Source: an optimization exercise on an open RTL-to-GDS flow (aim: small area, a short achievable clock period and few clock cycles). Production flows keep margins and buffers that such runs may drop. For this run, only the layout was checked, not whether the RTL still works.

## design/flow/flow/run.sh

```bash
#!/bin/bash
# The standard layout, with the port buffers made of the smallest buffer
# cell instead of the delay buffer that buffer_ports picks by default.
set -e
export BUFFER_PORTS_ARGS="-buffer_cell sky130_fd_sc_hd__buf_1"
bash standard.sh > standard.log 2>&1
```

## design/flow/standard.sh

```bash
#!/bin/bash
# synth_recipe.tcl (not shown) runs the flow's synth.tcl, then flattens the netlist and writes it again
# the make line also repeats each setting of config.mk as NAME=value (left out here)
make -C /OpenROAD-flow-scripts/flow DESIGN_CONFIG=/design/flow/config.mk WORK_HOME=/design/flow/orfs CLKGATE_MAP_FILE= SYNTH_SCRIPT=/design/flow/synth_recipe.tcl "${@:-finish}"
```

## design/flow/config.mk

```make
export PLATFORM = sky130hd
export DESIGN_NAME = pxe_core
export DESIGN_NICKNAME = pxe_core
export VERILOG_FILES = /design/flow/design.v
export SDC_FILE = /design/flow/constraint.sdc
export NUM_CORES = 4
export LEC_CHECK = 0
export ABC_AREA = 1
export CAP_MARGIN = 20
export CORE_MARGIN = 2
export CORE_UTILIZATION = 40
export SETUP_SLACK_MARGIN = 4.0
export SLEW_MARGIN = 20
```

## design/flow/constraint.sdc

```tcl
create_clock -name core_clock -period 9.0 [get_ports {clk}]
set_input_delay 1.8000 -clock core_clock [delete_from_list [all_inputs] [get_ports {clk}]]
set_output_delay 1.8000 -clock core_clock [all_outputs]
set_load 0.01 [all_outputs]
```

## design/flow/design.v

```verilog
module pxe_core (
    input  wire        clk,
    input  wire        rst,
    input  wire        cmd_valid,
    output wire        cmd_ready,
    input  wire [4:0]  cmd_op,
    input  wire [31:0] cmd_key,
    input  wire [15:0] cmd_height,
    input  wire [15:0] cmd_width,
    input  wire        in_valid,
    output wire        in_ready,
    input  wire [23:0] in_data,
    output wire        out_valid,
    input  wire        out_ready,
    output wire [23:0] out_data,
    output wire        mem_ren_a,
    output wire [9:0]  mem_raddr_a,
    input  wire [31:0] mem_rdata_a,
    output wire        mem_ren_b,
    output wire [9:0]  mem_raddr_b,
    input  wire [31:0] mem_rdata_b,
    output wire        mem_we,
    output wire [9:0]  mem_waddr,
    output wire [31:0] mem_wdata
);
    localparam [1:0] S_IDLE   = 2'd0,
                     S_RESEED = 2'd1,    
                     S_DRAW   = 2'd2,
                     S_MATH   = 2'd3;
    localparam [1:0] P_J1  = 2'd0,    
                     P_J2  = 2'd1,    
                     P_SMP = 2'd2;    
    reg [1:0]  state;
    reg        shuf;        
    reg        dec;
    reg [31:0] x;           
    reg [9:0]  cnt;         
    reg [9:0]  ra;          
    reg        msb;         
    reg        blk1;        
    reg        regen;       
    reg        d_valid;     
    reg        w_valid;     
    reg [7:0]  w8;          
    reg [15:0] wid, col, row;    
    reg [1:0]  phase;
    reg [1:0]  cp0, cp1, cp2;    
    reg [1:0]  bsel;        
    reg [23:0] out_reg;
    reg        out_v;
    wire [31:0] x_mix = x ^ {30'd0, x[31:30]};
    wire [31:0] x_inv = ~x_mix;
    wire [5:0] ms_hi = x_inv[5:0] + {x_inv[3:0], 2'd0} + {x_mix[0:0], 5'd0} + 6'd5;
    wire cs_s1 = 1'b1 ^ cnt[0] ^ x_mix[0];
    wire cs_c2 = (1'b1 & cnt[0]) | (1'b1 & x_mix[0]) | (cnt[0] & x_mix[0]);
    wire cs_s3 = cnt[1] ^ x_mix[1];
    wire cs_c4 = cnt[1] & x_mix[1];
    wire cs_s5 = cnt[2] ^ x_mix[2] ^ x_mix[0];
    wire cs_c6 = (cnt[2] & x_mix[2]) | (cnt[2] & x_mix[0]) | (x_mix[2] & x_mix[0]);
    wire cs_s7 = cnt[3] ^ x_mix[3] ^ x_mix[1];
    wire cs_c8 = (cnt[3] & x_mix[3]) | (cnt[3] & x_mix[1]) | (x_mix[3] & x_mix[1]);
    wire cs_s9 = cnt[4] ^ x_mix[4] ^ x_mix[2];
    wire cs_c10 = (cnt[4] & x_mix[4]) | (cnt[4] & x_mix[2]) | (x_mix[4] & x_mix[2]);
    wire cs_s11 = 1'b1 ^ cnt[5] ^ x_mix[5];
    wire cs_c12 = (1'b1 & cnt[5]) | (1'b1 & x_mix[5]) | (cnt[5] & x_mix[5]);
    wire cs_s13 = x_mix[3] ^ x_inv[0];
    wire cs_c14 = x_mix[3] & x_inv[0];
    wire cs_s15 = cnt[6] ^ x_mix[6] ^ x_mix[4];
    wire cs_c16 = (cnt[6] & x_mix[6]) | (cnt[6] & x_mix[4]) | (x_mix[6] & x_mix[4]);
    wire cs_s17 = 1'b1 ^ cnt[7] ^ x_mix[7];
    wire cs_c18 = (1'b1 & cnt[7]) | (1'b1 & x_mix[7]) | (cnt[7] & x_mix[7]);
    wire cs_s19 = x_mix[5] ^ x_inv[2] ^ x_inv[0];
    wire cs_c20 = (x_mix[5] & x_inv[2]) | (x_mix[5] & x_inv[0]) | (x_inv[2] & x_inv[0]);
    wire cs_s21 = cnt[8] ^ x_mix[8] ^ x_mix[6];
    wire cs_c22 = (cnt[8] & x_mix[8]) | (cnt[8] & x_mix[6]) | (x_mix[8] & x_mix[6]);
    wire cs_s23 = x_inv[3] ^ x_inv[1];
    wire cs_c24 = x_inv[3] & x_inv[1];
    wire cs_s25 = cnt[9] ^ x_mix[9] ^ x_mix[7];
    wire cs_c26 = (cnt[9] & x_mix[9]) | (cnt[9] & x_mix[7]) | (x_mix[9] & x_mix[7]);
    wire cs_s27 = x_mix[0] ^ x_inv[4] ^ x_inv[2];
    wire cs_c28 = (x_mix[0] & x_inv[4]) | (x_mix[0] & x_inv[2]) | (x_inv[4] & x_inv[2]);
    wire cs_s29 = x_mix[10] ^ x_mix[8] ^ x_mix[1];
    wire cs_c30 = (x_mix[10] & x_mix[8]) | (x_mix[10] & x_mix[1]) | (x_mix[8] & x_mix[1]);
    wire cs_s31 = x_inv[5] ^ x_inv[3];
    wire cs_c32 = x_inv[5] & x_inv[3];
    wire cs_s33 = x_mix[11] ^ x_mix[9] ^ x_mix[2];
    wire cs_c34 = (x_mix[11] & x_mix[9]) | (x_mix[11] & x_mix[2]) | (x_mix[9] & x_mix[2]);
    wire cs_s35 = x_mix[0] ^ x_inv[6] ^ x_inv[4];
    wire cs_c36 = (x_mix[0] & x_inv[6]) | (x_mix[0] & x_inv[4]) | (x_inv[6] & x_inv[4]);
    wire cs_s37 = x_mix[12] ^ x_mix[10] ^ x_mix[3];
    wire cs_c38 = (x_mix[12] & x_mix[10]) | (x_mix[12] & x_mix[3]) | (x_mix[10] & x_mix[3]);
    wire cs_s39 = x_mix[1] ^ x_inv[7] ^ x_inv[5];
    wire cs_c40 = (x_mix[1] & x_inv[7]) | (x_mix[1] & x_inv[5]) | (x_inv[7] & x_inv[5]);
    wire cs_s41 = x_mix[13] ^ x_mix[11] ^ x_mix[4];
    wire cs_c42 = (x_mix[13] & x_mix[11]) | (x_mix[13] & x_mix[4]) | (x_mix[11] & x_mix[4]);
    wire cs_s43 = x_mix[2] ^ x_inv[8] ^ x_inv[6];
    wire cs_c44 = (x_mix[2] & x_inv[8]) | (x_mix[2] & x_inv[6]) | (x_inv[8] & x_inv[6]);
    wire cs_s45 = x_mix[14] ^ x_mix[12] ^ x_mix[5];
    wire cs_c46 = (x_mix[14] & x_mix[12]) | (x_mix[14] & x_mix[5]) | (x_mix[12] & x_mix[5]);
    wire cs_s47 = x_mix[3] ^ x_inv[9] ^ x_inv[7];
    wire cs_c48 = (x_mix[3] & x_inv[9]) | (x_mix[3] & x_inv[7]) | (x_inv[9] & x_inv[7]);
    wire cs_s49 = 1'b1 ^ x_mix[15] ^ x_mix[13];
    wire cs_c50 = (1'b1 & x_mix[15]) | (1'b1 & x_mix[13]) | (x_mix[15] & x_mix[13]);
    wire cs_s51 = x_mix[6] ^ x_mix[4] ^ x_inv[10];
    wire cs_c52 = (x_mix[6] & x_mix[4]) | (x_mix[6] & x_inv[10]) | (x_mix[4] & x_inv[10]);
    wire cs_s53 = x_inv[8] ^ x_inv[0];
    wire cs_c54 = x_inv[8] & x_inv[0];
    wire cs_s55 = x_mix[16] ^ x_mix[14] ^ x_mix[7];
    wire cs_c56 = (x_mix[16] & x_mix[14]) | (x_mix[16] & x_mix[7]) | (x_mix[14] & x_mix[7]);
    wire cs_s57 = x_mix[5] ^ x_inv[11] ^ x_inv[9];
    wire cs_c58 = (x_mix[5] & x_inv[11]) | (x_mix[5] & x_inv[9]) | (x_inv[11] & x_inv[9]);
    wire cs_s59 = x_mix[17] ^ x_mix[15] ^ x_mix[8];
    wire cs_c60 = (x_mix[17] & x_mix[15]) | (x_mix[17] & x_mix[8]) | (x_mix[15] & x_mix[8]);
    wire cs_s61 = x_mix[6] ^ x_inv[12] ^ x_inv[10];
    wire cs_c62 = (x_mix[6] & x_inv[12]) | (x_mix[6] & x_inv[10]) | (x_inv[12] & x_inv[10]);
    wire cs_s63 = x_mix[18] ^ x_mix[16] ^ x_mix[9];
    wire cs_c64 = (x_mix[18] & x_mix[16]) | (x_mix[18] & x_mix[9]) | (x_mix[16] & x_mix[9]);
    wire cs_s65 = x_mix[7] ^ x_inv[13] ^ x_inv[11];
    wire cs_c66 = (x_mix[7] & x_inv[13]) | (x_mix[7] & x_inv[11]) | (x_inv[13] & x_inv[11]);
    wire cs_s67 = x_mix[19] ^ x_mix[17] ^ x_mix[10];
    wire cs_c68 = (x_mix[19] & x_mix[17]) | (x_mix[19] & x_mix[10]) | (x_mix[17] & x_mix[10]);
    wire cs_s69 = x_mix[8] ^ x_mix[0] ^ x_inv[14];
    wire cs_c70 = (x_mix[8] & x_mix[0]) | (x_mix[8] & x_inv[14]) | (x_mix[0] & x_inv[14]);
    wire cs_s71 = x_inv[12] ^ x_inv[4];
    wire cs_c72 = x_inv[12] & x_inv[4];
    wire cs_s73 = x_mix[20] ^ x_mix[18] ^ x_mix[11];
    wire cs_c74 = (x_mix[20] & x_mix[18]) | (x_mix[20] & x_mix[11]) | (x_mix[18] & x_mix[11]);
    wire cs_s75 = x_mix[9] ^ x_mix[1] ^ x_inv[15];
    wire cs_c76 = (x_mix[9] & x_mix[1]) | (x_mix[9] & x_inv[15]) | (x_mix[1] & x_inv[15]);
    wire cs_s77 = x_inv[13] ^ x_inv[5];
    wire cs_c78 = x_inv[13] & x_inv[5];
    wire cs_s79 = x_mix[21] ^ x_mix[19] ^ x_mix[12];
    wire cs_c80 = (x_mix[21] & x_mix[19]) | (x_mix[21] & x_mix[12]) | (x_mix[19] & x_mix[12]);
    wire cs_s81 = x_mix[10] ^ x_mix[2] ^ x_inv[16];
    wire cs_c82 = (x_mix[10] & x_mix[2]) | (x_mix[10] & x_inv[16]) | (x_mix[2] & x_inv[16]);
    wire cs_s83 = x_inv[14] ^ x_inv[6];
    wire cs_c84 = x_inv[14] & x_inv[6];
    wire cs_s85 = x_mix[22] ^ x_mix[20] ^ x_mix[13];
    wire cs_c86 = (x_mix[22] & x_mix[20]) | (x_mix[22] & x_mix[13]) | (x_mix[20] & x_mix[13]);
    wire cs_s87 = x_mix[11] ^ x_mix[3] ^ x_inv[17];
    wire cs_c88 = (x_mix[11] & x_mix[3]) | (x_mix[11] & x_inv[17]) | (x_mix[3] & x_inv[17]);
    wire cs_s89 = x_inv[15] ^ x_inv[7];
    wire cs_c90 = x_inv[15] & x_inv[7];
    wire cs_s91 = x_mix[23] ^ x_mix[21] ^ x_mix[14];
    wire cs_c92 = (x_mix[23] & x_mix[21]) | (x_mix[23] & x_mix[14]) | (x_mix[21] & x_mix[14]);
    wire cs_s93 = x_mix[12] ^ x_mix[4] ^ x_inv[18];
    wire cs_c94 = (x_mix[12] & x_mix[4]) | (x_mix[12] & x_inv[18]) | (x_mix[4] & x_inv[18]);
    wire cs_s95 = x_inv[16] ^ x_inv[8];
    wire cs_c96 = x_inv[16] & x_inv[8];
    wire cs_s97 = x_mix[24] ^ x_mix[22] ^ x_mix[15];
    wire cs_c98 = (x_mix[24] & x_mix[22]) | (x_mix[24] & x_mix[15]) | (x_mix[22] & x_mix[15]);
    wire cs_s99 = x_mix[13] ^ x_mix[5] ^ x_inv[19];
    wire cs_c100 = (x_mix[13] & x_mix[5]) | (x_mix[13] & x_inv[19]) | (x_mix[5] & x_inv[19]);
    wire cs_s101 = x_inv[17] ^ x_inv[9];
    wire cs_c102 = x_inv[17] & x_inv[9];
    wire cs_s103 = x_mix[25] ^ x_mix[23] ^ x_mix[16];
    wire cs_c104 = (x_mix[25] & x_mix[23]) | (x_mix[25] & x_mix[16]) | (x_mix[23] & x_mix[16]);
    wire cs_s105 = x_mix[14] ^ x_mix[6] ^ x_inv[20];
    wire cs_c106 = (x_mix[14] & x_mix[6]) | (x_mix[14] & x_inv[20]) | (x_mix[6] & x_inv[20]);
    wire cs_s107 = x_inv[18] ^ x_inv[10];
    wire cs_c108 = x_inv[18] & x_inv[10];
    wire cs_s109 = x_mix[26] ^ x_mix[24] ^ x_mix[17];
    wire cs_c110 = (x_mix[26] & x_mix[24]) | (x_mix[26] & x_mix[17]) | (x_mix[24] & x_mix[17]);
    wire cs_s111 = x_mix[15] ^ x_mix[7] ^ x_inv[21];
    wire cs_c112 = (x_mix[15] & x_mix[7]) | (x_mix[15] & x_inv[21]) | (x_mix[7] & x_inv[21]);
    wire cs_s113 = x_inv[19] ^ x_inv[11] ^ ms_hi[0];
    wire cs_c114 = (x_inv[19] & x_inv[11]) | (x_inv[19] & ms_hi[0]) | (x_inv[11] & ms_hi[0]);
    wire cs_s115 = x_mix[27] ^ x_mix[25] ^ x_mix[18];
    wire cs_c116 = (x_mix[27] & x_mix[25]) | (x_mix[27] & x_mix[18]) | (x_mix[25] & x_mix[18]);
    wire cs_s117 = x_mix[16] ^ x_mix[8] ^ x_inv[22];
    wire cs_c118 = (x_mix[16] & x_mix[8]) | (x_mix[16] & x_inv[22]) | (x_mix[8] & x_inv[22]);
    wire cs_s119 = x_inv[20] ^ x_inv[12] ^ ms_hi[1];
    wire cs_c120 = (x_inv[20] & x_inv[12]) | (x_inv[20] & ms_hi[1]) | (x_inv[12] & ms_hi[1]);
    wire cs_s121 = x_mix[28] ^ x_mix[26] ^ x_mix[19];
    wire cs_c122 = (x_mix[28] & x_mix[26]) | (x_mix[28] & x_mix[19]) | (x_mix[26] & x_mix[19]);
    wire cs_s123 = x_mix[17] ^ x_mix[9] ^ x_inv[23];
    wire cs_c124 = (x_mix[17] & x_mix[9]) | (x_mix[17] & x_inv[23]) | (x_mix[9] & x_inv[23]);
    wire cs_s125 = x_inv[21] ^ x_inv[13] ^ ms_hi[2];
    wire cs_c126 = (x_inv[21] & x_inv[13]) | (x_inv[21] & ms_hi[2]) | (x_inv[13] & ms_hi[2]);
    wire cs_s127 = x_mix[29] ^ x_mix[27] ^ x_mix[20];
    wire cs_c128 = (x_mix[29] & x_mix[27]) | (x_mix[29] & x_mix[20]) | (x_mix[27] & x_mix[20]);
    wire cs_s129 = x_mix[18] ^ x_mix[10] ^ x_inv[24];
    wire cs_c130 = (x_mix[18] & x_mix[10]) | (x_mix[18] & x_inv[24]) | (x_mix[10] & x_inv[24]);
    wire cs_s131 = x_inv[22] ^ x_inv[14] ^ ms_hi[3];
    wire cs_c132 = (x_inv[22] & x_inv[14]) | (x_inv[22] & ms_hi[3]) | (x_inv[14] & ms_hi[3]);
    wire cs_s133 = x_mix[30] ^ x_mix[28] ^ x_mix[21];
    wire cs_c134 = (x_mix[30] & x_mix[28]) | (x_mix[30] & x_mix[21]) | (x_mix[28] & x_mix[21]);
    wire cs_s135 = x_mix[19] ^ x_mix[11] ^ x_inv[25];
    wire cs_c136 = (x_mix[19] & x_mix[11]) | (x_mix[19] & x_inv[25]) | (x_mix[11] & x_inv[25]);
    wire cs_s137 = x_inv[23] ^ x_inv[15] ^ ms_hi[4];
    wire cs_c138 = (x_inv[23] & x_inv[15]) | (x_inv[23] & ms_hi[4]) | (x_inv[15] & ms_hi[4]);
    wire cs_s139 = x_mix[31] ^ x_mix[29] ^ x_mix[22];
    wire cs_s141 = x_mix[20] ^ x_mix[12] ^ x_inv[26];
    wire cs_s143 = x_inv[24] ^ x_inv[16] ^ ms_hi[5];
    wire cs_s145 = cs_c10 ^ cs_s13 ^ cs_s11;
    wire cs_c146 = (cs_c10 & cs_s13) | (cs_c10 & cs_s11) | (cs_s13 & cs_s11);
    wire cs_s147 = x_inv[1] ^ cs_c14 ^ cs_c12;
    wire cs_c148 = (x_inv[1] & cs_c14) | (x_inv[1] & cs_c12) | (cs_c14 & cs_c12);
    wire cs_s149 = cs_c16 ^ cs_s17 ^ cs_s19;
    wire cs_c150 = (cs_c16 & cs_s17) | (cs_c16 & cs_s19) | (cs_s17 & cs_s19);
    wire cs_s151 = cs_c18 ^ cs_s23 ^ cs_c20;
    wire cs_c152 = (cs_c18 & cs_s23) | (cs_c18 & cs_c20) | (cs_s23 & cs_c20);
    wire cs_s153 = cs_c24 ^ cs_c22 ^ cs_s25;
    wire cs_c154 = (cs_c24 & cs_c22) | (cs_c24 & cs_s25) | (cs_c22 & cs_s25);
    wire cs_s155 = cs_c26 ^ cs_s31 ^ cs_c28;
    wire cs_c156 = (cs_c26 & cs_s31) | (cs_c26 & cs_c28) | (cs_s31 & cs_c28);
    wire cs_s157 = cs_c32 ^ cs_c30 ^ cs_s33;
    wire cs_c158 = (cs_c32 & cs_c30) | (cs_c32 & cs_s33) | (cs_c30 & cs_s33);
    wire cs_s159 = cs_c34 ^ cs_c36 ^ cs_s37;
    wire cs_c160 = (cs_c34 & cs_c36) | (cs_c34 & cs_s37) | (cs_c36 & cs_s37);
    wire cs_s161 = cs_c38 ^ cs_c40 ^ cs_s41;
    wire cs_c162 = (cs_c38 & cs_c40) | (cs_c38 & cs_s41) | (cs_c40 & cs_s41);
    wire cs_s163 = cs_c42 ^ cs_c44 ^ cs_s45;
    wire cs_c164 = (cs_c42 & cs_c44) | (cs_c42 & cs_s45) | (cs_c44 & cs_s45);
    wire cs_s165 = cs_c46 ^ cs_s53 ^ cs_c48;
    wire cs_c166 = (cs_c46 & cs_s53) | (cs_c46 & cs_c48) | (cs_s53 & cs_c48);
    wire cs_s167 = cs_s49 ^ cs_s51;
    wire cs_c168 = cs_s49 & cs_s51;
    wire cs_s169 = x_inv[1] ^ cs_c54 ^ cs_c50;
    wire cs_c170 = (x_inv[1] & cs_c54) | (x_inv[1] & cs_c50) | (cs_c54 & cs_c50);
    wire cs_s171 = cs_c52 ^ cs_s55 ^ cs_s57;
    wire cs_c172 = (cs_c52 & cs_s55) | (cs_c52 & cs_s57) | (cs_s55 & cs_s57);
    wire cs_s173 = x_inv[2] ^ cs_c56 ^ cs_c58;
    wire cs_c174 = (x_inv[2] & cs_c56) | (x_inv[2] & cs_c58) | (cs_c56 & cs_c58);
    wire cs_s175 = cs_s59 ^ cs_s61;
    wire cs_c176 = cs_s59 & cs_s61;
    wire cs_s177 = x_inv[3] ^ cs_c60 ^ cs_c62;
    wire cs_c178 = (x_inv[3] & cs_c60) | (x_inv[3] & cs_c62) | (cs_c60 & cs_c62);
    wire cs_s179 = cs_s63 ^ cs_s65;
    wire cs_c180 = cs_s63 & cs_s65;
    wire cs_s181 = cs_c64 ^ cs_s71 ^ cs_c66;
    wire cs_c182 = (cs_c64 & cs_s71) | (cs_c64 & cs_c66) | (cs_s71 & cs_c66);
    wire cs_s183 = cs_s67 ^ cs_s69;
    wire cs_c184 = cs_s67 & cs_s69;
    wire cs_s185 = cs_c72 ^ cs_c68 ^ cs_s77;
    wire cs_c186 = (cs_c72 & cs_c68) | (cs_c72 & cs_s77) | (cs_c68 & cs_s77);
    wire cs_s187 = cs_c70 ^ cs_s73 ^ cs_s75;
    wire cs_c188 = (cs_c70 & cs_s73) | (cs_c70 & cs_s75) | (cs_s73 & cs_s75);
    wire cs_s189 = cs_c78 ^ cs_c74 ^ cs_s83;
    wire cs_c190 = (cs_c78 & cs_c74) | (cs_c78 & cs_s83) | (cs_c74 & cs_s83);
    wire cs_s191 = cs_c76 ^ cs_s79 ^ cs_s81;
    wire cs_c192 = (cs_c76 & cs_s79) | (cs_c76 & cs_s81) | (cs_s79 & cs_s81);
    wire cs_s193 = cs_c84 ^ cs_c80 ^ cs_s89;
    wire cs_c194 = (cs_c84 & cs_c80) | (cs_c84 & cs_s89) | (cs_c80 & cs_s89);
    wire cs_s195 = cs_c82 ^ cs_s85 ^ cs_s87;
    wire cs_c196 = (cs_c82 & cs_s85) | (cs_c82 & cs_s87) | (cs_s85 & cs_s87);
    wire cs_s197 = cs_c90 ^ cs_c86 ^ cs_s95;
    wire cs_c198 = (cs_c90 & cs_c86) | (cs_c90 & cs_s95) | (cs_c86 & cs_s95);
    wire cs_s199 = cs_c88 ^ cs_s91 ^ cs_s93;
    wire cs_c200 = (cs_c88 & cs_s91) | (cs_c88 & cs_s93) | (cs_s91 & cs_s93);
    wire cs_s201 = cs_c96 ^ cs_c92 ^ cs_s101;
    wire cs_c202 = (cs_c96 & cs_c92) | (cs_c96 & cs_s101) | (cs_c92 & cs_s101);
    wire cs_s203 = cs_c94 ^ cs_s97 ^ cs_s99;
    wire cs_c204 = (cs_c94 & cs_s97) | (cs_c94 & cs_s99) | (cs_s97 & cs_s99);
    wire cs_s205 = cs_c102 ^ cs_c98 ^ cs_s107;
    wire cs_c206 = (cs_c102 & cs_c98) | (cs_c102 & cs_s107) | (cs_c98 & cs_s107);
    wire cs_s207 = cs_c100 ^ cs_s103 ^ cs_s105;
    wire cs_c208 = (cs_c100 & cs_s103) | (cs_c100 & cs_s105) | (cs_s103 & cs_s105);
    wire cs_s209 = cs_c108 ^ cs_c104 ^ cs_c106;
    wire cs_c210 = (cs_c108 & cs_c104) | (cs_c108 & cs_c106) | (cs_c104 & cs_c106);
    wire cs_s211 = cs_s109 ^ cs_s111 ^ cs_s113;
    wire cs_c212 = (cs_s109 & cs_s111) | (cs_s109 & cs_s113) | (cs_s111 & cs_s113);
    wire cs_s213 = cs_c110 ^ cs_c112 ^ cs_s115;
    wire cs_c214 = (cs_c110 & cs_c112) | (cs_c110 & cs_s115) | (cs_c112 & cs_s115);
    wire cs_s215 = cs_s117 ^ cs_c114 ^ cs_s119;
    wire cs_c216 = (cs_s117 & cs_c114) | (cs_s117 & cs_s119) | (cs_c114 & cs_s119);
    wire cs_s217 = cs_c116 ^ cs_c118 ^ cs_s121;
    wire cs_c218 = (cs_c116 & cs_c118) | (cs_c116 & cs_s121) | (cs_c118 & cs_s121);
    wire cs_s219 = cs_s123 ^ cs_c120 ^ cs_s125;
    wire cs_c220 = (cs_s123 & cs_c120) | (cs_s123 & cs_s125) | (cs_c120 & cs_s125);
    wire cs_s221 = cs_c122 ^ cs_c124 ^ cs_s127;
    wire cs_c222 = (cs_c122 & cs_c124) | (cs_c122 & cs_s127) | (cs_c124 & cs_s127);
    wire cs_s223 = cs_s129 ^ cs_c126 ^ cs_s131;
    wire cs_c224 = (cs_s129 & cs_c126) | (cs_s129 & cs_s131) | (cs_c126 & cs_s131);
    wire cs_s225 = cs_c128 ^ cs_c130 ^ cs_s133;
    wire cs_c226 = (cs_c128 & cs_c130) | (cs_c128 & cs_s133) | (cs_c130 & cs_s133);
    wire cs_s227 = cs_s135 ^ cs_c132 ^ cs_s137;
    wire cs_c228 = (cs_s135 & cs_c132) | (cs_s135 & cs_s137) | (cs_c132 & cs_s137);
    wire cs_s229 = cs_c134 ^ cs_c136 ^ cs_s139;
    wire cs_s231 = cs_s141 ^ cs_c138 ^ cs_s143;
    wire cs_s233 = cs_s15 ^ cs_s147 ^ cs_c146;
    wire cs_c234 = (cs_s15 & cs_s147) | (cs_s15 & cs_c146) | (cs_s147 & cs_c146);
    wire cs_s235 = cs_c148 ^ cs_s149;
    wire cs_c236 = cs_c148 & cs_s149;
    wire cs_s237 = cs_s21 ^ cs_c150 ^ cs_s151;
    wire cs_c238 = (cs_s21 & cs_c150) | (cs_s21 & cs_s151) | (cs_c150 & cs_s151);
    wire cs_s239 = cs_s27 ^ cs_c152 ^ cs_s153;
    wire cs_c240 = (cs_s27 & cs_c152) | (cs_s27 & cs_s153) | (cs_c152 & cs_s153);
    wire cs_s241 = cs_s29 ^ cs_c154 ^ cs_s155;
    wire cs_c242 = (cs_s29 & cs_c154) | (cs_s29 & cs_s155) | (cs_c154 & cs_s155);
    wire cs_s243 = cs_s35 ^ cs_c156 ^ cs_s157;
    wire cs_c244 = (cs_s35 & cs_c156) | (cs_s35 & cs_s157) | (cs_c156 & cs_s157);
    wire cs_s245 = cs_s39 ^ cs_c158 ^ cs_s159;
    wire cs_c246 = (cs_s39 & cs_c158) | (cs_s39 & cs_s159) | (cs_c158 & cs_s159);
    wire cs_s247 = cs_s43 ^ cs_c160 ^ cs_s161;
    wire cs_c248 = (cs_s43 & cs_c160) | (cs_s43 & cs_s161) | (cs_c160 & cs_s161);
    wire cs_s249 = cs_s47 ^ cs_c162 ^ cs_s163;
    wire cs_c250 = (cs_s47 & cs_c162) | (cs_s47 & cs_s163) | (cs_c162 & cs_s163);
    wire cs_s251 = cs_s167 ^ cs_c164 ^ cs_s165;
    wire cs_c252 = (cs_s167 & cs_c164) | (cs_s167 & cs_s165) | (cs_c164 & cs_s165);
    wire cs_s253 = cs_c168 ^ cs_s169 ^ cs_c166;
    wire cs_c254 = (cs_c168 & cs_s169) | (cs_c168 & cs_c166) | (cs_s169 & cs_c166);
    wire cs_s255 = cs_c170 ^ cs_s175 ^ cs_c172;
    wire cs_c256 = (cs_c170 & cs_s175) | (cs_c170 & cs_c172) | (cs_s175 & cs_c172);
    wire cs_s257 = cs_c176 ^ cs_s179 ^ cs_c174;
    wire cs_c258 = (cs_c176 & cs_s179) | (cs_c176 & cs_c174) | (cs_s179 & cs_c174);
    wire cs_s259 = cs_c180 ^ cs_s183 ^ cs_c178;
    wire cs_c260 = (cs_c180 & cs_s183) | (cs_c180 & cs_c178) | (cs_s183 & cs_c178);
    wire cs_s261 = cs_c184 ^ cs_s185 ^ cs_c182;
    wire cs_c262 = (cs_c184 & cs_s185) | (cs_c184 & cs_c182) | (cs_s185 & cs_c182);
    wire cs_s263 = cs_c186 ^ cs_s189 ^ cs_c188;
    wire cs_c264 = (cs_c186 & cs_s189) | (cs_c186 & cs_c188) | (cs_s189 & cs_c188);
    wire cs_s265 = cs_c190 ^ cs_s193 ^ cs_c192;
    wire cs_c266 = (cs_c190 & cs_s193) | (cs_c190 & cs_c192) | (cs_s193 & cs_c192);
    wire cs_s267 = cs_c194 ^ cs_s197 ^ cs_c196;
    wire cs_c268 = (cs_c194 & cs_s197) | (cs_c194 & cs_c196) | (cs_s197 & cs_c196);
    wire cs_s269 = cs_c198 ^ cs_s201 ^ cs_c200;
    wire cs_c270 = (cs_c198 & cs_s201) | (cs_c198 & cs_c200) | (cs_s201 & cs_c200);
    wire cs_s271 = cs_c202 ^ cs_s205 ^ cs_c204;
    wire cs_c272 = (cs_c202 & cs_s205) | (cs_c202 & cs_c204) | (cs_s205 & cs_c204);
    wire cs_s273 = cs_c206 ^ cs_c208 ^ cs_s209;
    wire cs_c274 = (cs_c206 & cs_c208) | (cs_c206 & cs_s209) | (cs_c208 & cs_s209);
    wire cs_s275 = cs_c210 ^ cs_s213 ^ cs_c212;
    wire cs_c276 = (cs_c210 & cs_s213) | (cs_c210 & cs_c212) | (cs_s213 & cs_c212);
    wire cs_s277 = cs_c214 ^ cs_s217 ^ cs_c216;
    wire cs_c278 = (cs_c214 & cs_s217) | (cs_c214 & cs_c216) | (cs_s217 & cs_c216);
    wire cs_s279 = cs_c218 ^ cs_s221 ^ cs_c220;
    wire cs_c280 = (cs_c218 & cs_s221) | (cs_c218 & cs_c220) | (cs_s221 & cs_c220);
    wire cs_s281 = cs_c222 ^ cs_s225 ^ cs_c224;
    wire cs_c282 = (cs_c222 & cs_s225) | (cs_c222 & cs_c224) | (cs_s225 & cs_c224);
    wire cs_s283 = cs_c226 ^ cs_s229 ^ cs_c228;
    wire cs_s285 = cs_s171 ^ cs_c252 ^ cs_s253;
    wire cs_c286 = (cs_s171 & cs_c252) | (cs_s171 & cs_s253) | (cs_c252 & cs_s253);
    wire cs_s287 = cs_s173 ^ cs_c254 ^ cs_s255;
    wire cs_c288 = (cs_s173 & cs_c254) | (cs_s173 & cs_s255) | (cs_c254 & cs_s255);
    wire cs_s289 = cs_s177 ^ cs_c256 ^ cs_s257;
    wire cs_c290 = (cs_s177 & cs_c256) | (cs_s177 & cs_s257) | (cs_c256 & cs_s257);
    wire cs_s291 = cs_s181 ^ cs_c258 ^ cs_s259;
    wire cs_c292 = (cs_s181 & cs_c258) | (cs_s181 & cs_s259) | (cs_c258 & cs_s259);
    wire cs_s293 = cs_s187 ^ cs_c260 ^ cs_s261;
    wire cs_c294 = (cs_s187 & cs_c260) | (cs_s187 & cs_s261) | (cs_c260 & cs_s261);
    wire cs_s295 = cs_s191 ^ cs_c262 ^ cs_s263;
    wire cs_c296 = (cs_s191 & cs_c262) | (cs_s191 & cs_s263) | (cs_c262 & cs_s263);
    wire cs_s297 = cs_s195 ^ cs_c264 ^ cs_s265;
    wire cs_c298 = (cs_s195 & cs_c264) | (cs_s195 & cs_s265) | (cs_c264 & cs_s265);
    wire cs_s299 = cs_s199 ^ cs_c266 ^ cs_s267;
    wire cs_c300 = (cs_s199 & cs_c266) | (cs_s199 & cs_s267) | (cs_c266 & cs_s267);
    wire cs_s301 = cs_s203 ^ cs_c268 ^ cs_s269;
    wire cs_c302 = (cs_s203 & cs_c268) | (cs_s203 & cs_s269) | (cs_c268 & cs_s269);
    wire cs_s303 = cs_s207 ^ cs_c270 ^ cs_s271;
    wire cs_c304 = (cs_s207 & cs_c270) | (cs_s207 & cs_s271) | (cs_c270 & cs_s271);
    wire cs_s305 = cs_c272 ^ cs_s273 ^ cs_s211;
    wire cs_c306 = (cs_c272 & cs_s273) | (cs_c272 & cs_s211) | (cs_s273 & cs_s211);
    wire cs_s307 = cs_c274 ^ cs_s215 ^ cs_s275;
    wire cs_c308 = (cs_c274 & cs_s215) | (cs_c274 & cs_s275) | (cs_s215 & cs_s275);
    wire cs_s309 = cs_s219 ^ cs_c276 ^ cs_s277;
    wire cs_c310 = (cs_s219 & cs_c276) | (cs_s219 & cs_s277) | (cs_c276 & cs_s277);
    wire cs_s311 = cs_s223 ^ cs_c278 ^ cs_s279;
    wire cs_c312 = (cs_s223 & cs_c278) | (cs_s223 & cs_s279) | (cs_c278 & cs_s279);
    wire cs_s313 = cs_s227 ^ cs_c280 ^ cs_s281;
    wire cs_c314 = (cs_s227 & cs_c280) | (cs_s227 & cs_s281) | (cs_c280 & cs_s281);
    wire cs_s315 = cs_s231 ^ cs_c282 ^ cs_s283;
    wire [31:0] ms_a = {cs_c314, cs_c312, cs_c310, cs_c308, cs_c306, cs_c304, cs_c302, cs_c300, cs_c298, cs_c296, cs_c294, cs_c292, cs_c290, cs_c288, cs_c286, cs_s285, cs_c250, cs_c248, cs_c246, cs_c244, cs_c242, cs_c240, cs_c238, cs_c236, cs_c234, cs_s233, cs_s145, cs_c8, cs_c6, cs_c4, cs_s3, cs_s1};
    wire [31:0] ms_b = {cs_s315, cs_s313, cs_s311, cs_s309, cs_s307, cs_s305, cs_s303, cs_s301, cs_s299, cs_s297, cs_s295, cs_s293, cs_s291, cs_s289, cs_s287, 1'b0, cs_s251, cs_s249, cs_s247, cs_s245, cs_s243, cs_s241, cs_s239, cs_s237, cs_s235, 1'b0, 1'b0, cs_s9, cs_s7, cs_s5, cs_c2, 1'b0};
    wire [31:0] x_next = ms_a + ms_b;
    wire        in_rs = (state == S_RESEED);
    wire [9:0]  rb = (ra >= 10'd228) ? ra - 10'd228 : ra + 10'd396;
    wire        raw  = in_rs && (cnt <= 10'd396);
    wire [31:0] op_a = regen ? x : (raw ? 32'd0 : mem_rdata_a);
    wire [31:0] op_b = in_rs ? x : mem_rdata_b;
    wire [31:0] tw   = op_b ^ {1'b0, msb && !raw, op_a[30:1]}
                       ^ (op_a[0] ? 32'h9908B0DF : 32'h0);
    function [31:0] temper;
        input [31:0] v;
        reg [31:0] t;
        begin
            t = v ^ (v >> 11);
            t = t ^ ((t << 7)  & 32'h9D2C5680);
            t = t ^ ((t << 15) & 32'hEFC60000);
            t = t ^ (t >> 18);
            temper = t;
        end
    endfunction
    wire [31:0] word = temper(tw);
    function [7:0] sel_byte;
        input [23:0] p;
        input [1:0]  k;
        begin
            case (k)
                2'd0:    sel_byte = p[7:0];
                2'd1:    sel_byte = p[15:8];
                default: sel_byte = p[23:16];
            endcase
        end
    endfunction
    wire [1:0] cp_b  = (bsel == 2'd0) ? cp0 : (bsel == 2'd1) ? cp1 : cp2;
    wire [1:0] src   = (shuf && !dec) ? cp_b : bsel;    
    wire [1:0] dst   = (shuf && dec)  ? cp_b : bsel;    
    wire [7:0] s_in  = sel_byte(in_data, src);
    wire        acc_nz  = (w8[6:0] <= 7'd99);
    wire [7:0]  s_inv   = s_in ^ {8{dec}};
    wire [9:0]  sum     = {2'b00, s_inv} + {3'b000, w8[6:0]} - 10'd50;
    wire [7:0]  clipped = (sum[9] ? 8'd0 : (sum[8] ? 8'd255 : sum[7:0])) ^ {8{dec}};
    wire [7:0]  res     = shuf ? clipped : (s_in ^ w8);
    wire [7:0]  k8  = x[7:0];
    wire [7:0]  mka = dec ? ~k8 : 8'd0;
    wire [7:0]  mkc = dec ? 8'hFF : k8;
    wire [7:0]  m_r0 = ((in_data[7:0]   ^ mka) + k8) ^ mkc;
    wire [7:0]  m_r1 = ((in_data[15:8]  ^ mka) + k8) ^ mkc;
    wire [7:0]  m_r2 = ((in_data[23:16] ^ mka) + k8) ^ mkc;
    wire out_free = !out_v || out_ready;
    wire in_draw  = (state == S_DRAW);
    wire in_math  = (state == S_MATH);
    wire smp_word = !shuf || (phase == P_SMP && acc_nz);
    wire consume  = w_valid && (!smp_word || (in_valid && out_free));
    wire put      = w_valid && smp_word && in_valid && out_free;    
    wire advance  = d_valid && (!w_valid || consume);
    wire room     = !d_valid || advance;
    wire last_col = (col == 16'd1);
    wire last_pix = last_col && (row == 16'd1);
    wire pix_done = (put && bsel == 2'd2) || (in_math && in_valid && out_free);
    wire reload   = d_valid && blk1 && (ra == 10'd397);
    wire issue    = !(pix_done && last_pix) && room && !reload &&
                    ((in_rs && cnt >= 10'd396) || in_draw);
    wire step     = in_rs ? (cnt < 10'd396 || (cnt == 10'd396 ? issue : advance))
                          : (regen && (cnt == 10'd396 || advance));
    wire [15:0] cr_dec = (last_col ? row : col) - 16'd1;
    assign cmd_ready = (state == S_IDLE);
    assign in_ready  = (w_valid && smp_word && bsel == 2'd2 && out_free) ||
                       (in_math && out_free);
    assign out_valid = out_v;
    assign out_data  = out_reg;
    assign mem_ren_a   = issue;
    assign mem_raddr_a = ra;
    assign mem_ren_b   = issue;
    assign mem_raddr_b = rb;
    assign mem_we      = raw || d_valid;
    assign mem_waddr   = raw ? cnt : (ra >= 10'd2 ? ra - 10'd2 : ra + 10'd622);
    assign mem_wdata   = tw;
    always @(posedge clk) begin
        if (rst) begin
            state   <= S_IDLE;
            d_valid <= 1'b0;
            w_valid <= 1'b0;
            out_v   <= 1'b0;
        end else begin
            if (out_ready)
                out_v <= 1'b0;
            if (pix_done)
                out_v <= 1'b1;
            if (advance) begin
                msb <= op_a[31];
                w8  <= word[7:0];
                if (ra == 10'd1)         
                    blk1 <= 1'b0;
                if (ra == 10'd0)         
                    regen <= 1'b0;
            end
            if (step) begin
                x   <= x_next;
                cnt <= cnt + 10'd1;
            end
            d_valid <= issue || (d_valid && !advance);
            if (issue)
                ra <= (ra == 10'd623) ? 10'd0 : ra + 10'd1;
            w_valid <= advance || (w_valid && !consume);
            if (consume && shuf) begin
                case (phase)
                    P_J1: begin
                        if (w8[1:0] != 2'd3) begin
                            cp0   <= w8[1:0];    
                            phase <= P_J2;
                        end
                    end
                    P_J2: begin
                        case ({cp0, w8[0]})
                            3'b000: begin cp0 <= 2'd1; cp1 <= 2'd2; cp2 <= 2'd0; end
                            3'b001: begin cp0 <= 2'd2; cp1 <= 2'd1; cp2 <= 2'd0; end
                            3'b010: begin cp0 <= 2'd2; cp1 <= 2'd0; cp2 <= 2'd1; end
                            3'b011: begin cp0 <= 2'd0; cp1 <= 2'd2; cp2 <= 2'd1; end
                            3'b100: begin cp0 <= 2'd1; cp1 <= 2'd0; cp2 <= 2'd2; end
                            default: begin cp0 <= 2'd0; cp1 <= 2'd1; cp2 <= 2'd2; end
                        endcase
                        phase <= P_SMP;
                    end
                    default: ;
                endcase
            end
            if (put) begin
                case (dst)
                    2'd0:    out_reg[7:0]   <= res;
                    2'd1:    out_reg[15:8]  <= res;
                    default: out_reg[23:16] <= res;
                endcase
                bsel <= (bsel == 2'd2) ? 2'd0 : bsel + 2'd1;
            end
            case (state)
                S_IDLE: begin
                    if (cmd_valid) begin
                        shuf   <= cmd_op[2];
                        dec    <= cmd_op[4];
                        x      <= cmd_key;
                        cnt    <= 10'd0;
                        ra     <= 10'd1;
                        blk1   <= 1'b1;
                        regen  <= 1'b0;
                        phase  <= P_J1;
                        bsel   <= 2'd0;
                        wid    <= cmd_width;
                        col    <= cmd_width;
                        row    <= cmd_height;
                        if (cmd_height == 16'd0 || cmd_width == 16'd0)
                            state <= S_IDLE;
                        else if (cmd_op[1])
                            state <= S_MATH;
                        else
                            state <= S_RESEED;
                    end
                end
                S_RESEED: begin
                    if (cnt == 10'd0)
                        msb <= x[31];
                    if (cnt == 10'd623 && advance)
                        state <= S_DRAW;
                end
                S_DRAW: begin
                    if (reload && advance) begin
                        x     <= mem_rdata_a;
                        cnt   <= 10'd396;
                        regen <= 1'b1;
                    end
                end
                S_MATH: begin
                    if (pix_done)
                        out_reg <= {m_r2, m_r1, m_r0};
                end
                default: state <= S_IDLE;
            endcase
            if (pix_done) begin
                if (last_pix) begin
                    state   <= S_IDLE;
                    d_valid <= 1'b0;
                    w_valid <= 1'b0;
                end else if (last_col) begin
                    col <= wid;
                    row <= cr_dec;
                end else begin
                    col <= cr_dec;
                end
            end
        end
    end
endmodule
```

==> summary.txt <==
outcome -> timing/DRC/antenna clean
number of flops mapped to enable cells by yosys -> 147
Final setup viols -> 0
top post-synthesis cells by area -> edfxtp_1 (24%), fa_1 (14%), nand2_1 (9.9%), inv_1 (8.7%), ha_1 (5.9%)
R2R depth -> 21
worst endpoint required time -> 9.23 ns
Clock Tree Buf Depth -> 2
die area -> 0.04823 mm²
# DRC -> 0
r2r setup slk -> 3.87 ns
H-tree Lvls -> 4
register area share after synthesis -> 24.28%
crit start category -> flip-flop
syn_area_per_cell -> 7.469 µm²
CP max FO -> 3
Slew Viols, Final -> 0
hold path cells -> 2
grt met3 use -> 4.610%
Cells after Synth -> 2,490
CORE AREA -> 0.04626 mm²
Setup crit end kind -> flip-flop
most frequent cells in the layout -> nand2_1 (489), inv_1 (411), buf_1 (251), o21ai_0 (195), nor2_1 (172)
final worst setup slack -> 3.866 ns
vias in the first global route -> 17,490
DP Wirelength -> 52,980 µm
drt first pass iters -> 6
hold path start -> wid[1]
root buf cell -> clkbuf_16
Main synth FF type -> edfxtp_1
1st-iter DRT viols -> 1,585
dpl cells -> 3,290
Final period util -> 57.04%
Tmin final -> 5.134 ns
Initial Utilization -> 40.20%
Yosys Warn Count -> 1
Sink Count -> 152
GRT met1 Usage -> 39.43%
gr ovfl total -> 0
DP Worst Slack -> 2.972 ns
flops & latches, synth -> 152
mean routed wirelength per cell -> 20.58 µm
Async SR Flop Fraction -> 0%
Max Cap Violations -> 0
Clk Latency, worst-skew pair -> 0.50 ns
post-synth cell types -> 63
# rows -> 79
count of input and output buffers -> 251
reg2reg start -> x[0]
antenna violations before repair -> 6
sink of the worst hold path -> col[1]
largest net degree at the start of global routing -> 76
Max Clock Freq -> 194.8 MHz
Tightest Pin Transition -> 1.126 ns
Antenna Nets Post-Route -> 0
RSZ-0062 raised after global routing -> true
max reg flops -> 32
Total GRT Usage -> 29.00%
via count -> 18,490
synthesized cell area -> 0.01860 mm²
via/cell ratio -> 5.447
post-route setup TNS -> 0 ns
GR Util met2 -> 45.68%
layout cells sized above 1 -> 10.13%
Crit path arrival time -> 5.37 ns
most common cell after layout, fill and taps aside -> nand2_1
die height -> 219.6 µm
syn_nets -> 2,872
WL final -> 69,860 µm
Slew headroom -> 24.85%
r2r endpoint -> x[30]
CTS buffer count -> 17
Post-DP Area -> 0.02014 mm²
Yosys top cell area share -> 23.74%
CTS tree -> done
synthesis-to-layout area growth -> 16.07%
Routability Congestion -> 0.9557
grt peak-use layer -> met2
fin nets -> 3,152
CTS clk-pin slew, worst paths -> 0.08 ns
Worst Hold Class -> flip-flop to flip-flop
Hold Vio Cnt, Final -> 0
WS Path Type -> flip-flop to flip-flop
Die X -> 219.6 µm
Synth area leader -> edfxtp_1
global-route wire length before repair -> 103,800 µm
final cell count without fillers -> 3,395
boundary pin count -> 254
Finished Cell Area -> 0.02159 mm²
Worst Skew -> 0.01543 ns
Yosys cell counts (15+ instances only):
| cell | instances |
|---|---|
| nand2_1 | 491 |
| inv_1 | 431 |
| o21ai_0 | 202 |
| nor2_1 | 178 |
| nand3_1 | 150 |
| edfxtp_1 | 147 |
| a21oi_1 | 134 |
| fa_1 | 132 |
| ha_1 | 88 |
| xor2_1 | 79 |
| xnor2_1 | 36 |
| a22oi_1 | 35 |
| nand4_1 | 33 |
| clkbuf_1 | 32 |
| or2_2 | 30 |
| nor3_1 | 25 |
| buf_2 | 24 |
| o211ai_1 | 22 |
| inv_2 | 19 |
| o21ai_1 | 19 |
| a21o_1 | 16 |
| nand2_2 | 15 |
worst max-delay path by stage:
stage	start	endpoint	slack (ns)	depth (start not counted)
after global placement	x[2]	x[30]	3.04	20
after CTS	x[30]	x[30]	3.83	21
final	x[0]	x[30]	3.87	21
after floorplan	x[1]	x[31]	4.01	21
after detailed placement	x[2]	x[30]	2.97	20
after global routing	x[12]	x[29]	3.77	18
cell families (layout without fill, tap and decap cells):
family,Yosys count,after routing,share of synthesized area (%)
buffers and inverters,530,821,11.29
adder cells (fa/ha/maj),220,220,20.13
flip-flops,152,152,24.28
AND/OR/NAND/NOR,976,977,23.30
multiplexers,3,3,0.1615
AO/OA/AOI/OAI,491,492,15.17
XOR/XNOR,118,118,5.679
other,0,5,0
through the flow:
| step | utilization (%) | hold WS (ns) |
|---|---|---|
| 6_report | 46.66 | 0.5445 |
| 5_1_grt | 46.66 | 0.5772 |
| 4_1_cts | 46.09 | 0.5487 |
| 3_5_place_dp | 43.53 | 0.5330 |
| 3_3_place_gp | 43.53 | 0.5256 |
| 2_1_floorplan | - | 0.4917 |
area by class of cell:
class,instances,area (µm²)
antenna,5,12.51
multi-input combinational,1810,12350
sequential,152,4514
inverter,453,1754
fill,4740,24670
timing repair buffer,336,1620
clock buffer,17,425.4
tap,607,759.5
clock inverter,15,151.4
critical path, cell delays in order, from the launching register on:
cell	delay [ns]
edfxtp_1	0.48
xnor2_4	0.30
inv_2	0.10
ha_4	0.24
ha_4	0.27
inv_2	0.03
fa_1	0.49
inv_2	0.05
fa_2	0.37
fa_1	0.53
inv_1	0.07
fa_1	0.53
inv_2	0.05
ha_4	0.28
inv_4	0.04
nor3_4	0.17
nor3b_4	0.24
nand2_1	0.10
o21ai_2	0.17
xor2_2	0.13
o21ai_1	0.15
nand2_1	0.07
routing by layer:
metal  up-vias  routed length (µm)
met5         -                   8
li1       8720                   -
met3       114                5526
met4         2                2578
met2       815               31500
met1      8842               30240
what timing repair did:
item	CTS	global route
cloned	2	0
hold buffers	0	0
resized for setup	40	35
endpoints found under the setup margin	72	56
pin swaps	18	6
buffers inserted	50	16

==> what the ideal ports hide <==
The results above use ideal ports. As a check the final layout listed here was re-extracted and re-timed, cells and wires unchanged.
Step 1: set_driving_cell puts a clkbuf_16 on clk and a buf_2 on each other input, an assumption about the parent block.
Step 2 moves the port delays by t, midway between the first and last clock arrival at a register: inputs arrive t later, outputs are due t later. That takes back most of the time a late clock gives input paths.
Three values: no drivers, after step 1, after step 2; two values: the first two.
shift t [ns]: 0.546
slack for setup (ns): 3.866 / 3.866 / 3.788
pins driven straight from the clock port: 1
After both steps setup and hold are still met in this run. The setup slack of this run moves by 0.000 ns with the drivers and by -0.078 ns with both steps.
